Context: an optimization exercise on an open-source flow, tuned for a short achievable clock period and few clock cycles. The choices shown serve that exercise and are no tape-out recipe. Where RTL was checked, it was by simulation tests only, not by an equivalence proof against the original. The clock port is modelled as an ideal driver; clocking choices that lean on that would not hold on a real chip. Power is estimated from default activity; no workload was simulated.

## anc_encoder
module anc_encoder (
    input  wire        clk,
    input  wire        rst,
    input  wire        in_valid,
    output wire        in_ready,
    input  wire [31:0] in_data,
    input  wire [2:0]  in_nbytes,
    output reg         out_valid,
    input  wire        out_ready,
    output reg  [31:0] out_data,
    output reg         out_last
);
For scale: about 5,300 cells after synthesis, about 0.059 sq mm of cells after synthesis.
Settings: LEC_CHECK=0, ABC_CLOCK_PERIOD_IN_PS=2500, CAP_MARGIN=20, CORE_MARGIN=2, CORE_UTILIZATION=40, SETUP_SLACK_MARGIN=5, SLEW_MARGIN=20, TNS_END_PERCENT=100; clock period 8.0 ns.
run.sh (not shown) runs the stock make flow with config.mk's settings and CLKGATE_MAP_FILE= SYNTH_SCRIPT=/design/flow/synth_recipe.tcl, a recipe that flattens the netlist after the stock synthesis.
Testbench counts at the start, summed over its fixed seeds: cycles 20,709.
Change:
Settings changed: ABC_CLOCK_PERIOD_IN_PS 2500 to not set, SETUP_SLACK_MARGIN 5 to not set, TNS_END_PERCENT 100 to not set.
Cell count fell slightly.
Core utilization fell by 0.80 points.
Die area is unchanged.

========
anc_encoder, a different RTL version from the one above (not shown whole).
For scale: ~940 flip-flops, roughly 74 I/O pins, roughly 43,000 sq um of cells after synthesis.
export LEC_CHECK = 0
export ABC_CLOCK_PERIOD_IN_PS = 2500
export CAP_MARGIN = 20
export CORE_MARGIN = 2
export CORE_UTILIZATION = 65
export PLACE_DENSITY = 0.75
export SETUP_SLACK_MARGIN = 5
export SLEW_MARGIN = 20
export TNS_END_PERCENT = 100
create_clock -name core_clock -period 8.0 [get_ports {clk}]
standard.sh (not shown) runs the stock make flow with config.mk's settings and CLKGATE_MAP_FILE= SYNTH_SCRIPT=/design/flow/synth_recipe.tcl, a recipe that flattens the netlist after the stock synthesis.
==> flow/flow/run.sh <==
#!/bin/bash
set -euo pipefail
cd "$(dirname "$0")/.."
export CTS_ARGS="-sink_clustering_enable -repair_clock_nets -sink_clustering_size 24 -sink_clustering_max_diameter 100"
export POST_CTS_TCL="$PWD/flow/post_cts.tcl"
bash standard.sh SETUP_SLACK_MARGIN=5.8 "CTS_ARGS=$CTS_ARGS" "POST_CTS_TCL=$POST_CTS_TCL" finish > standard_make.log 2>&1
==> flow/flow/post_cts.tcl <==
set block [ord::get_db_block]
set clk_net [$block findNet clk]
set roots {}
foreach it [$clk_net getITerms] {
  lappend roots [$it getInst]
}
if {[llength $roots] == 1} {
  set root [lindex $roots 0]
  set out_net ""
  foreach it [$root getITerms] {
    if {[$it isOutputSignal]} { set out_net [$it getNet] }
  }
  if {$out_net ne ""} {
    set sinks {}
    foreach it [$out_net getITerms] {
      if {[$it isInputSignal]} { lappend sinks $it }
    }
    if {[llength $sinks] <= 4 && [llength $sinks] > 0} {
      puts "post_cts: removing root clock buffer [$root getName], port now drives [llength $sinks] buffers"
      foreach it $sinks {
        $it disconnect
        $it connect $clk_net
      }
      foreach it [$root getITerms] { $it disconnect }
      odb::dbInst_destroy $root
      odb::dbNet_destroy $out_net
      estimate_parasitics -placement
      report_checks -path_delay max -format end -group_path_count 5
    } else {
      puts "post_cts: root buffer drives [llength $sinks] sinks, kept"
    }
  }
}
Testbench counts at the start, summed over its fixed seeds: cycles 20,717.
Next try:
==> flow/flow/run.sh (replaced) <==
#!/bin/bash
set -euo pipefail
cd "$(dirname "$0")/.."
export CTS_ARGS="-sink_clustering_enable -repair_clock_nets -sink_clustering_size 30 -sink_clustering_max_diameter 100"
export POST_CTS_TCL="$PWD/flow/post_cts.tcl"
bash standard.sh SETUP_SLACK_MARGIN=5.6 "CTS_ARGS=$CTS_ARGS" "POST_CTS_TCL=$POST_CTS_TCL" finish > standard_make.log 2>&1
What happened: The changed run completed without violations; worst hold slack stays flat; power shrinks by 3.4%; utilization came out lower by 1.1 points; clock power goes down by 9.9%; worst setup slack gains 0.029 ns; wire length shrinks by 1.6%; maximum frequency grows by 1.2%; final cell count came out lower by 0.51%; non-clock buffer count goes down by 8; via count is lower by 1.0%.

--- another note on this design; it stands on its own ---

// anc_encoder
module anc_encoder (
    input  wire        clk,
    input  wire        rst,
    input  wire        in_valid,
    output wire        in_ready,
    input  wire [31:0] in_data,
    input  wire [2:0]  in_nbytes,
    output reg         out_valid,
    input  wire        out_ready,
    output reg  [31:0] out_data,
    output reg         out_last
);
==> flow/config.mk <==
export PLATFORM = sky130hd
export DESIGN_NAME = anc_encoder
export DESIGN_NICKNAME = anc_encoder
export VERILOG_FILES = /design/flow/design.v
export SDC_FILE = /design/flow/constraint.sdc
export NUM_CORES = 4
export LEC_CHECK = 0
export ABC_CLOCK_PERIOD_IN_PS = 2500
export CAP_MARGIN = 20
export CORE_MARGIN = 2
export CORE_UTILIZATION = 65
export PLACE_DENSITY = 0.75
export SETUP_SLACK_MARGIN = 5
export SLEW_MARGIN = 20
export TNS_END_PERCENT = 100
==> flow/constraint.sdc <==
create_clock -name core_clock -period 8.0 [get_ports {clk}]
set_input_delay 1.6000 -clock core_clock [delete_from_list [all_inputs] [get_ports {clk}]]
set_output_delay 1.6000 -clock core_clock [all_outputs]
set_load 0.01 [all_outputs]
run.sh (not shown) runs the stock make flow with config.mk's settings and CLKGATE_MAP_FILE= SYNTH_SCRIPT=/design/flow/synth_recipe.tcl, a recipe that flattens the netlist after the stock synthesis.
Testbench counts at the start, summed over its fixed seeds: cycles 20,709.
Change:
==> flow/flow/run.sh (new file) <==
#!/bin/bash
set -euo pipefail
cd "$(dirname "$0")/.."
bash standard.sh SETUP_SLACK_MARGIN=5.4 finish > standard_make.log 2>&1
==> flow/standard.sh (new file) <==
#!/bin/bash
# synth_recipe.tcl (not shown) runs the flow's synth.tcl, then flattens the netlist and writes it again
# the make line also repeats each setting of config.mk as NAME=value (left out here)
make -C /OpenROAD-flow-scripts/flow DESIGN_CONFIG=/design/flow/config.mk WORK_HOME=/design/flow/orfs CLKGATE_MAP_FILE= SYNTH_SCRIPT=/design/flow/synth_recipe.tcl "${@:-finish}"
removed: flow/run.sh
What happened: The new run finished with timing, DRC and antenna clean. Final cell count rises by 0.42%. Design area rises by about 0.5%. Non-clock buffer count rises by 19. Worst setup slack improved by 0.16 ns. Via count rises by 0.35%.

========
## v6
Another version of the RTL of anc_encoder (not shown whole).
For scale: roughly 3800 cells after synthesis, ~890 flip-flops, ~74 I/O pins, roughly 42000 µm² of cells after synthesis.
make LEC_CHECK=0 ABC_CLOCK_PERIOD_IN_PS=2500 CAP_MARGIN=20 CORE_MARGIN=2 CORE_UTILIZATION=65 PLACE_DENSITY=0.75 SETUP_SLACK_MARGIN=5 SLEW_MARGIN=20 TNS_END_PERCENT=100 finish   # period 8.0 ns
Stock flow here: none of the scripts above is used.
v6 was carried through to the last stage, and its layout satisfied the timing, design-rule and antenna checks.
Input-level comparison between v7 and v6:
- PLACE_DENSITY: 0.75 -> unset
- CORE_UTILIZATION: 65 -> 40
[summary]
In v7, the routed length on met2 came out 0.61% below the value in v6.
v7 against v6: number of tap cells inserted went up 63%, register-to-register slack went up 0.11 ns, met2 capacity usage during global routing went down 24 points, length of routed wiring on met1 went up 5.9 mm.
dfxtp_4 as the cell at the slowest stage of the critical path was reported by v7, and fa_1 by v6.
Comparing v7 and v6, fill cell instance count of the final layout is higher on v7.
No run of this note included a check of the RTL's function; only the layout flow was run.

static timing again, ports no longer ideal:
How much do the figures lean on ideal ports? The routed layouts below were timed once more, with nothing changed but the port constraints.
Step 1 sets driving cells, clkbuf_16 on the clock port and buf_2 on the other inputs (assumed; they add their load-dependent delay and slew).
Step 2 adds t to the input delays and takes it off the output delays; t is the mean of the earliest and latest rising clock arrival at the registers after step 1. Input paths then give back, and output paths get back, about the clock's delay inside the block.
a / b / c = ideal ports / drivers / drivers and shift; a / b = the first two.
| run | t (ns) | slack for setup (ns) | worst hold slack (ns) |
|---|---|---|---|
| the first run of note 1 | 0.861 | 3.702 / 3.702 / 3.702 | 0.317 / 0.317 / 0.317 |
| the second run of note 1 | 0.855 | 2.836 / 2.836 / 2.836 | 0.318 / 0.318 / 0.318 |
| the first run of note 2 | 0.541 | 5.482 / 5.355 / 5.398 | 0.317 / 0.317 / 0.317 |
| the second run of note 2 | 0.528 | 5.511 / 5.387 / 5.285 | 0.316 / 0.316 / 0.316 |
| the first run of note 3 | 0.723 | 5.057 / 4.994 / 4.770 | 0.321 / 0.321 / 0.321 |
| the second run of note 3 | 0.725 | 5.220 / 5.154 / 4.850 | 0.324 / 0.324 / 0.324 |
| v6 | 0.720 | 4.234 / 4.234 / 4.234 | 0.324 / 0.324 / 0.324 |
| v7 | 0.731 | 4.345 / 4.345 / 4.345 | 0.322 / 0.322 / 0.322 |
After both steps every run listed still meets setup and hold. For the second run of note 3, which loses most, drivers alone change the setup slack by -0.066 ns; drivers and shift together by -0.370 ns.
